Background: an optimization exercise with open tools, aiming at a short achievable clock period and few clock cycles. Do not read the settings as production practice.
The RTL was checked by simulation tests, not by an equivalence proof against the original design.
Power is estimated from default activity; no workload was simulated.

$ cat run.sh
#!/bin/bash
# synth_recipe.tcl (not shown) runs the flow's synth.tcl, then flattens the netlist and writes it again
# the make line also repeats each setting of config.mk as NAME=value (left out here)
make -C /OpenROAD-flow-scripts/flow DESIGN_CONFIG=/design/flow/config.mk WORK_HOME=/design/flow/orfs CLKGATE_MAP_FILE= SYNTH_SCRIPT=/design/flow/synth_recipe.tcl finish
$ cat config.mk
export PLATFORM = sky130hd
export DESIGN_NAME = m1h4_core
export DESIGN_NICKNAME = m1h4_core
export VERILOG_FILES = /design/flow/design.v
export SDC_FILE = /design/flow/constraint.sdc
export NUM_CORES = 4
export LEC_CHECK = 0
export CAP_MARGIN = 20
export CORE_MARGIN = 2
export CORE_UTILIZATION = 40
export SLEW_MARGIN = 20
$ cat constraint.sdc
create_clock -name core_clock -period 12.0 [get_ports {clk}]
set_input_delay 2.4000 -clock core_clock [delete_from_list [all_inputs] [get_ports {clk}]]
set_output_delay 2.4000 -clock core_clock [all_outputs]
set_load 0.01 [all_outputs]
$ cat design.v
module m1h4_core (
    input              clk,
    input              rst,           
    input      [13:0]  ibound,        
    output     [12:0]  imem_addr,
    input      [111:0] imem_rdata,
    output     [12:0]  dmem_raddr,
    input      [31:0]  dmem_rdata,
    output             dmem_we,
    output     [12:0]  dmem_waddr,
    output     [31:0]  dmem_wdata,
    output             out_valid,
    output     [7:0]   out_byte,
    input              in_valid,
    input      [7:0]   in_byte,
    output             in_ready,
    output             stopped,
    output     [1:0]   cause,
    input      [3:0]   dbg_idx,
    output     [31:0]  dbg_data
);
    localparam [3:0] OP_JUMP  = 4'd1,  OP_COND = 4'd2,  OP_MOVE  = 4'd3,
                     OP_ADD   = 4'd4,  OP_SUB  = 4'd5,  OP_WRITE = 4'd6,
                     OP_READ  = 4'd7,  OP_LOAD = 4'd8,  OP_STORE = 4'd9,
                     OP_PUSH  = 4'd10, OP_POP  = 4'd11, OP_BREAK = 4'd12;
    localparam [2:0] K_NONE = 3'd0, K_REG = 3'd1, K_ADDR = 3'd2, K_CHAR = 3'd4;
    localparam [1:0] EX_NONE = 2'd0, EX_INVALID = 2'd1, EX_ACCESS = 2'd2, EX_NOINSTR = 2'd3;
    reg  [31:0]  rf [0:15];
    wire [31:0]  pc = rf[14];
    wire [31:0]  sp = rf[15];
    reg          stopped_q;
    reg  [1:0]   cause_q;
    reg  [31:0]  d_pc;            
    reg          late_q;          
    reg          e_valid;
    reg  [111:0] e_ir;
    reg          e_wf;            
    reg          e_ff;            
    reg          e_isread;        
    reg          e_fwd;           
    reg          e_reread;        
    reg  [1:0]   e_step;
    reg  [31:0]  opa_q;
    reg  [31:0]  fwd_q;
    function hdr_legal(input [15:0] hdr);
        case (hdr)
            16'h1200, 16'h1400,
            16'h2200, 16'h2600, 16'h2400,
            16'h3240, 16'h32C0, 16'h3280, 16'h3440, 16'h34C0, 16'h3480,
            16'h4248, 16'h4258, 16'h4250, 16'h42C8, 16'h42D8, 16'h42D0,
            16'h4288, 16'h4298, 16'h4290,
            16'h5248, 16'h5258, 16'h5250, 16'h52C8, 16'h52D8, 16'h52D0,
            16'h5288, 16'h5298, 16'h5290,
            16'h6800, 16'h6600, 16'h6200,
            16'h7200,
            16'h8240, 16'h82C0,
            16'h9240, 16'h92C0, 16'h9640, 16'h96C0,
            16'hA200, 16'hA600,
            16'hB200,
            16'hC000: hdr_legal = 1'b1;
            default:  hdr_legal = 1'b0;
        endcase
    endfunction
    function slot_ok(input [2:0] k, input [31:0] v);
        slot_ok = (k == K_NONE) ? (v == 32'd0) :
                  (k == K_REG)  ? (v[31:4] == 28'd0) :
                  (k == K_CHAR) ? (v[31:8] == 24'd0) : 1'b1;
    endfunction
    function addr_ok(input [31:0] a, input [13:0] ib);
        addr_ok = (a[31:13] == 19'd0) && ({1'b0, a[12:0]} >= ib);
    endfunction
    wire [3:0]  op  = e_ir[111:108];
    wire [2:0]  k0  = e_ir[107:105];
    wire [2:0]  k1  = e_ir[104:102];
    wire [2:0]  k2  = e_ir[101:99];
    wire [31:0] v0  = e_ir[95:64];
    wire [31:0] v1  = e_ir[63:32];
    wire [31:0] v2  = e_ir[31:0];
    wire [31:0] ra = rf[v0[3:0]];
    wire [31:0] rb = rf[v1[3:0]];
    wire [31:0] rc = rf[v2[3:0]];
    wire is_jump  = (op == OP_JUMP);
    wire is_cond  = (op == OP_COND);
    wire is_move  = (op == OP_MOVE);
    wire is_add   = (op == OP_ADD);
    wire is_sub   = (op == OP_SUB);
    wire is_write = (op == OP_WRITE);
    wire is_load  = (op == OP_LOAD);
    wire is_store = (op == OP_STORE);
    wire is_push  = (op == OP_PUSH);
    wire is_pop   = (op == OP_POP);
    wire is_break = (op == OP_BREAK);
    wire a_in_slot0 = is_cond || is_write || is_push;
    wire [2:0]  ka  = a_in_slot0 ? k0 : k1;
    wire [31:0] va  = a_in_slot0 ? v0 : v1;
    wire [31:0] rva = a_in_slot0 ? ra : rb;
    wire        need_a = is_load || is_pop || (ka == K_ADDR);
    wire        need_b = (is_add || is_sub) && (k2 == K_ADDR);
    wire        need_w = (is_move && (k0 == K_ADDR)) || is_store || is_push;
    wire        two    = need_a && need_b;
    wire [31:0] addr_a = is_load ? ((k1 == K_REG) ? rb : v1) : (is_pop ? sp - 32'd1 : va);
    wire [31:0] addr_w = is_push ? sp : ((is_store && (k0 == K_REG)) ? ra : v0);
    wire [31:0] jump_target = (k0 == K_REG) ? ra : v0;
    wire access_fault = (need_a && !addr_ok(addr_a, ibound)) ||
                        (need_b && !addr_ok(v2, ibound)) ||
                        (need_w && !addr_ok(addr_w, ibound));
    wire jump_fault   = is_jump && !(jump_target < {18'd0, ibound});
    wire e_mstall = e_valid && (((e_step == 2'd0) && (e_reread || two)) ||
                                ((e_step == 2'd2) && need_b));
    wire e_stall  = e_mstall || (e_valid && e_isread && !in_valid);
    wire [31:0] mem_in = ((e_step == 2'd0) && e_fwd) ? fwd_q : dmem_rdata;
    wire [31:0] mem_a  = (e_step == 2'd1) ? opa_q : mem_in;
    wire [31:0] val_a = need_a ? mem_a  : ((ka == K_REG) ? rva : va);
    wire [31:0] val_b = need_b ? mem_in : ((k2 == K_REG) ? rc  : v2);
    reg         dst_we;
    reg  [31:0] dst_val;
    always @(*) begin
        dst_we  = 1'b0;
        dst_val = val_a;
        case (op)
            OP_MOVE:  dst_we = (k0 == K_REG);
            OP_ADD:   begin dst_we = 1'b1; dst_val = val_a + val_b; end
            OP_SUB:   begin dst_we = 1'b1; dst_val = val_a - val_b; end
            OP_READ:  begin dst_we = 1'b1; dst_val = {24'd0, in_byte}; end
            OP_LOAD:  dst_we = 1'b1;
            OP_POP:   dst_we = 1'b1;
            default:  dst_we = 1'b0;
        endcase
    end
    wire [3:0] dst = v0[3:0];
    wire cond_true = (val_a != 32'd0);
    wire [31:0] pc_base  = (dst_we && dst == 4'd14) ? dst_val : pc;
    wire [31:0] pc_after = is_jump ? jump_target :
                           (is_cond && cond_true) ? pc_base + 32'd2 :
                           pc_base + 32'd1;
    wire [31:0] sp_base  = (dst_we && dst == 4'd15) ? dst_val : sp;
    wire f_inv   = e_ff || ((op != 4'd0) && (!e_wf || jump_fault));
    wire f_noi   = !e_ff && (op == 4'd0);
    wire f_acc   = !e_ff && (op != 4'd0) && e_wf && !jump_fault && access_fault;
    wire f_any   = e_ff || (op == 4'd0) || !e_wf || jump_fault || access_fault || is_break;
    wire stop_now = e_valid && !e_mstall && f_any;
    wire [1:0] cause_now = f_noi ? EX_NOINSTR : f_inv ? EX_INVALID : f_acc ? EX_ACCESS : EX_NONE;
    wire e_go = e_valid && !e_stall && !f_any;
    wire pcw       = dst_we && (dst == 4'd14);
    wire pcw_fast  = pcw && (is_move || is_add || is_sub) && (ka != K_ADDR) && (k2 != K_ADDR);
    wire fast_redir = e_valid && !e_mstall &&
                      ((is_jump && (k0 == K_REG)) || (is_cond && (ka != K_ADDR) && !cond_true) || pcw_fast);
    wire late_redir = (pcw && !pcw_fast) || (is_cond && (ka == K_ADDR) && !cond_true);
    wire [12:0] a13 = ((ka == K_REG) ? rva[12:0] : va[12:0]);
    wire [12:0] b13 = ((k2 == K_REG) ? rc[12:0]  : v2[12:0]);
    wire [12:0] t13 = is_jump ? ra[12:0] :
                      is_cond ? pc[12:0] + 13'd1 :
                      is_add  ? a13 + b13 + 13'd1 :
                      is_sub  ? a13 - b13 + 13'd1 :
                                a13 + 13'd1;
    wire [3:0]  d_op = imem_rdata[111:108];
    wire [2:0]  d_k0 = imem_rdata[107:105];
    wire [2:0]  d_k1 = imem_rdata[104:102];
    wire [2:0]  d_k2 = imem_rdata[101:99];
    wire [31:0] d_v0 = imem_rdata[95:64];
    wire [31:0] d_v1 = imem_rdata[63:32];
    wire [31:0] d_v2 = imem_rdata[31:0];
    wire d_wf = hdr_legal(imem_rdata[111:96]) && slot_ok(d_k0, d_v0) &&
                slot_ok(d_k1, d_v1) && slot_ok(d_k2, d_v2);
    wire d_ff = !(d_pc < {18'd0, ibound});
    wire d_load  = (d_op == OP_LOAD);
    wire d_pop   = (d_op == OP_POP);
    wire d_slot0 = (d_op == OP_COND) || (d_op == OP_WRITE) || (d_op == OP_PUSH);
    wire [2:0]  d_ka = d_slot0 ? d_k0 : d_k1;
    wire [31:0] d_va = d_slot0 ? d_v0 : d_v1;
    wire [3:0]  d_ri = d_v1[3:0];
    wire [12:0] d_rv = (d_ri == 4'd14) ? d_pc[12:0] : rf[d_ri][12:0];
    wire e_wr_static = e_valid && (((op == OP_MOVE) && (k0 == K_REG)) || is_add || is_sub ||
                                   (op == OP_READ) || is_load || is_pop);
    wire [12:0] d_popaddr = (e_valid && is_push) ? sp[12:0] :
                            (e_valid && is_pop)  ? sp[12:0] - 13'd2 :
                                                   sp[12:0] - 13'd1;
    wire [12:0] d_raddr = d_load ? ((d_k1 == K_REG) ? d_rv : d_v1[12:0]) :
                          d_pop  ? d_popaddr :
                          (d_ka == K_ADDR) ? d_va[12:0] : d_v2[12:0];
    wire d_reread = (d_load && (d_k1 == K_REG) && (d_ri != 4'd14) &&
                     ((e_wr_static && (dst == d_ri)) ||
                      ((d_ri == 4'd15) && e_valid && (is_push || is_pop)))) ||
                    (d_pop && e_wr_static && (dst == 4'd15));
    wire d_fwd = e_valid && need_w && (d_raddr == addr_w[12:0]);
    wire [31:0] d_pc1 = d_pc + 32'd1;
    wire [31:0] d_pc2 = d_pc + 32'd2;
    wire d_jumpa = (d_op == OP_JUMP) && (d_k0 == K_ADDR);
    wire d_cond  = (d_op == OP_COND);
    wire [31:0] pred = d_jumpa ? d_v0 : d_cond ? d_pc2 : d_pc1;
    wire hold = stopped_q || e_stall;
    wire [31:0] f_next = rst        ? 32'd0 :
                         late_q     ? pc :
                         hold       ? d_pc :
                         fast_redir ? pc_after : pred;
    assign imem_addr = rst        ? 13'd0 :
                       late_q     ? pc[12:0] :
                       hold       ? d_pc[12:0] :
                       fast_redir ? t13 : pred[12:0];
    wire d_to_e = !late_q && !(e_valid && (e_stall || fast_redir || late_redir));
    integer i;
    always @(posedge clk) begin
        if (rst) begin
            for (i = 0; i < 16; i = i + 1)
                rf[i] <= 32'd0;
        end else if (e_go) begin
            if (dst_we)
                rf[dst] <= dst_val;
            if (is_push)
                rf[15] <= sp + 32'd1;
            if (is_pop)
                rf[15] <= sp_base - 32'd1;
            rf[14] <= pc_after;
        end
    end
    always @(posedge clk) begin
        d_pc <= f_next;
        if (rst) begin
            stopped_q <= 1'b0;
            cause_q   <= EX_NONE;
            e_valid   <= 1'b0;
            e_step    <= 2'd0;
            late_q    <= 1'b0;
        end else if (stopped_q || stop_now) begin
            stopped_q <= 1'b1;
            if (!stopped_q) cause_q <= cause_now;
            e_valid   <= 1'b0;
            late_q    <= 1'b0;
        end else begin
            late_q <= e_go && late_redir;
            if (e_mstall) begin
                if (e_step == 2'd0 && e_reread) begin
                    e_step <= 2'd2;
                end else begin
                    opa_q  <= mem_in;
                    e_step <= 2'd1;
                end
            end else if (!e_stall) begin
                e_valid <= d_to_e;
                e_step  <= 2'd0;
            end
            if (d_to_e) begin
                e_ir     <= imem_rdata;
                e_wf     <= d_wf;
                e_ff     <= d_ff;
                e_isread <= d_wf && !d_ff && (d_op == OP_READ);
                e_fwd    <= d_fwd;
                e_reread <= d_reread;
                fwd_q    <= val_a;
            end
        end
    end
    wire e_port = e_valid && (((e_step == 2'd0) && (e_reread || two)) ||
                              ((e_step == 2'd2) && need_b));
    wire [12:0] e_raddr = ((e_step == 2'd0) && e_reread) ? addr_a[12:0] : v2[12:0];
    assign dmem_raddr = e_port ? e_raddr : d_raddr;
    assign dmem_we    = e_go && need_w;
    assign dmem_waddr = addr_w[12:0];
    assign dmem_wdata = val_a;
    assign out_valid  = e_go && is_write;
    assign out_byte   = val_a[7:0];
    assign in_ready   = e_valid && e_isread;
    assign stopped    = stopped_q || stop_now;
    assign cause      = stopped_q ? cause_q : cause_now;
    assign dbg_data   = rf[dbg_idx];
endmodule
==> impl_metrics.py <==
metrics = {
    "drt": {
        "drtAntennaViolNets": 0,
        "drt-total-wl_um": 373000,
        "viasPerCell": 7.45,
        "routedWlPerCell_um": 43.9,
        "vias": 63150,
        "drc_errors": 0,
        "dr.pass1.iters": 7,
        "drt_iter0_drc": 11814,
    },
    "placement": {
        "gp_congestion": 1.07,
        "port_buffers": 289,
        "dpl.hpwl_um": 268000,
        "pre_cts_slack_ns": 1.81,
        "dpl.cell_count": 8279,
    },
    "yosys": {
        "synth.area.mux_share_pct": 24.9,
        "synthCells": 6199,
        "syn-num-nets": 6526,
        "synth.ff_latch_count": 741,
        "synthAdderAreaFrac_pct": 3.06,
        "synth_edf_count": 690,
        "synth_seq_area_share_pct": 34.1,
        "synth-compound-area-share_pct": 14.6,
        "synth-async-reset-ratio_pct": 0,
        "yosysTopAreaCell": "edfxtp_1",
        "synth_common_cells": "nor2_1, edfxtp_1, mux4_2",
        "synth_xor_area_share_pct": 2.87,
        "synth_top_family_by_area": "multiplexers",
        "yosys.area_share.simple_pct": 15.5,
        "syn_area_per_cell_sq_um": 10.3,
        "synth_top_area_share_pct": 32.5,
        "ys_types": 120,
        "synth_area_sq_mm": 0.0638,
        "yosys-top-cells-area": "edfxtp_1, mux4_2, nor2_1",
        "yosys_most_used_dff": "edfxtp_1",
        "yosysMostFrequentCell": "nor2_1",
        "ys_warn_count": 1,
    },
    "global_route": {
        "globalRouteTotalUtil_pct": 44.5,
        "grt_pass1_vias": 58652,
        "overflow": 0,
        "grt_start_max_net_pins": 90,
        "grt_pass1_wl_um": 501000,
        "antenna_found_initial": 38,
    },
    "timing": {
        "hold_viol": 0,
        "min_period_ns": 10.87,
        "finalSetupViolCount": 0,
        "worst_pin_slew_ns": 1.31,
        "maxClockFrequency_mhz": 92.0,
        "drv_slew": 0,
        "period_share_pct": 90.6,
        "maxSlewHeadroom_pct": 11.1,
        "tns_ns": 0,
        "rsz0062_at_grt": "no",
        "finalWorstSetupSlack_ns": 1.13,
        "finalClockSkew_ns": 0.0447,
    },
    "clock_tree": {
        "insertion_delay_ns": 0.77,
        "cts_setup_buffers": 0,
        "cts_resized": 0,
        "clkSinkCount": 741,
        "h-tree-depth": 3,
        "tritoncts": "done",
        "clockBufferDepth": 3,
        "cts_buffers": 92,
        "ctsHoldBuffers": 0,
        "clk_pin_slew_ns": 0.07,
        "root_buffer": "clkbuf_16",
    },
    "setup_path": {
        "critPathLaunchType": "flip-flop",
        "path_common_cell": "nor3_1",
        "cp-end-kind": "output port",
        "rrSetupSlack_ns": 2.13,
        "worstSetupPathType": "flip-flop to output port",
        "crit_path_max_incr_delay_ns": 1.02,
        "cp_data_arrival_time_ns": 8.47,
        "crit_required_ns": 9.60,
        "worstPathCellList": "nor2b_1, a221oi_1, nor3_1, nor3_1, o41a_1, nand4bb_1, or4_1, nor4_4, a31oi_2, nor2_2, buf_4, o21ai_0, a21o_1, a21oi_1, clkdlybuf4s50_1",
        "cp_max_fo": 50,
        "rr_worst_depth": 25,
        "crit_slowest_cell": "nor2b_1",
        "regToRegEndpoint": "rf[15][30]$_DFFE_PP_",
    },
    "finish": {
        "register_area_sq_mm": 0.0218,
        "fin_nets": 6630,
        "drive_above_1_share_pct": 18.9,
        "final_cells": 8480,
        "nFillCells": 14879,
        "utilization_pct": 45.8,
        "area_growth_pct": 13.8,
        "multi_input_area_sq_mm": 0.0392,
    },
    "floorplanning": {
        "dieHeight_um": 403,
        "fp.dieArea_sq_mm": 0.163,
        "die_x_um": 403,
        "start_util_pct": 40.3,
        "coreArea_sq_mm": 0.158,
        "io_pins": 290,
        "row_count": 146,
    },
    "pwr": {
        "vdd.ir_drop.worst_v": 0.000128,
        "powerDensity_mw_per_mm2": 166,
        "leakage_nw": 26.2,
        "power_mw": 12.1,
    },
    "min_path": {
        "holdPathStages": 2,
        "min-delay-start": "cause_q[1]$_SDFFE_PP0P_",
        "hold_path_class": "flip-flop to flip-flop",
        "min_to": "cause_q[1]$_SDFFE_PP0P_",
    },
    "status": {
        "status": "no timing/DRC/antenna violations",
    },
    "run": {
        "drv_cap": 0,
    },
}
worst max path at each step:
stage	startpoint	endpoint	slack, ns	depth (start not counted)
after floorplan	dmem_rdata[9]	rf[15][30]$_DFFE_PP_	4.03	23
after global placement	dmem_rdata[5]	rf[15][30]$_DFFE_PP_	1.91	22
after detailed placement	dmem_rdata[8]	rf[15][30]$_DFFE_PP_	1.81	26
after CTS	flip-flop	imem_addr[6]	1.49	15
after global routing	flip-flop	imem_addr[11]	1.16	22
final	flip-flop	imem_addr[7]	1.13	15
area by class of cell:
| cell class | count | share of cell area [%] |
|---|---|---|
| timing repair buffer | 566 | 6.94 |
| multi-input combinational | 4762 | 54.1 |
| sequential | 741 | 30.0 |
| antenna | 28 | 0.0966 |
| clock inverter | 63 | 1.30 |
| clock buffer | 108 | 3.30 |
| tap | 2072 | 3.57 |
| inverter | 140 | 0.724 |
cells in the final DEF, fill, tap and decap left out, types with 67 or more instances in the layout:
cell type,synthesis,layout
xor2_1,102,102
ha_1,151,151
edfxtp_1,690,690
a211oi_1,86,80
mux4_2,535,535
xnor2_1,107,107
inv_1,137,135
clkdlybuf4s50_1,0,282
nand4_1,70,70
mux2i_1,296,291
buf_4,34,271
nor2_1,847,842
nand3_1,143,141
nand2_1,465,450
a21oi_1,291,290
clkbuf_16,0,92
nor3_1,141,129
a22oi_1,68,67
o21ai_0,298,293
nor4_1,85,80
flip-flops by register name (all words and copies together) (netlist names), named ones only:
register   flops
cause_q        2
d_pc          32
e_ff           1
e_fwd          1
e_ir         109
e_isread       1
e_reread       1
e_step         2
e_valid        1
e_wf           1
fwd_q         32
late_q         1
opa_q         32
rf           512
stopped_q      1
through the flow:
stage / instance area [sq um] / hold slack (ns)
floorplan: 63800 / 0.458
global route: 72500 / 0.520
detailed placement: 69100 / 0.493
finish: 72600 / 0.502
global placement: 69100 / 0.478
CTS: 72400 / 0.503
power by group:
part / switching [mW] / total (mW) / internal [mW]
Sequential: 0.371 / 3.39 / 3.02
Combinational: 3.65 / 5.49 / 1.83
Clock: 1.33 / 3.18 / 1.85
worst max-delay path: cells and delay by family (launching register included):
kind,cells,cell delay [ns]
AO/OA/AOI/OAI,6,1.89
buffers and inverters,2,0.97
flip-flops,1,0.96
AND/OR/NAND/NOR,7,3.81
logic make-up (layout without fill, tap and decap cells):
group	after synthesis	in the layout
AO/OA/AOI/OAI	1379	1379
XOR/XNOR	209	209
adder cells (fa/ha/maj)	154	154
buffers and inverters	696	877
flip-flops	741	741
multiplexers	903	903
other	0	28
AND/OR/NAND/NOR	2117	2117
routing by layer:
layer | share of wire, % | global-route usage (%) | up-vias
met1 | 36 | 56.5 | 31453
met2 | 40 | 62.0 | 6009
met4 | 8.1 | 29.2 | 30
met5 | 0.049 | 0 | -
li1 | - | - | 24305
met3 | 16 | 18.4 | 1353
Testbench counts, summed over its fixed seeds: cycles 62,951.

[re-timing with driven ports]
In the flow no input, the clock included, has a driving cell. The finished layout below was timed again as built, in two steps.
Step 1, drivers: a clkbuf_16 drives clk and a buf_2 each remaining input, both assumed.
Step 2 adds t to the input delays and takes it off the output delays; t is the mean of the earliest and latest rising clock arrival at the registers after step 1. Input paths then give back, and output paths get back, about the clock's delay inside the block.
Slacks: no drivers / after step 1 / after step 2; pairs: no drivers / after step 1.
shift t [ns]: 0.828
slack for setup (ns): 1.126 / 1.044 / 1.607
clock arrival spread, ns: 0.044 / 0.045
worst data-port slew with drivers (ns): 0.07
cell pins on the clock port's net: 1
After both steps this run still meets setup and hold. For this run, drivers alone change the setup slack by -0.082 ns; drivers and shift together by +0.481 ns.
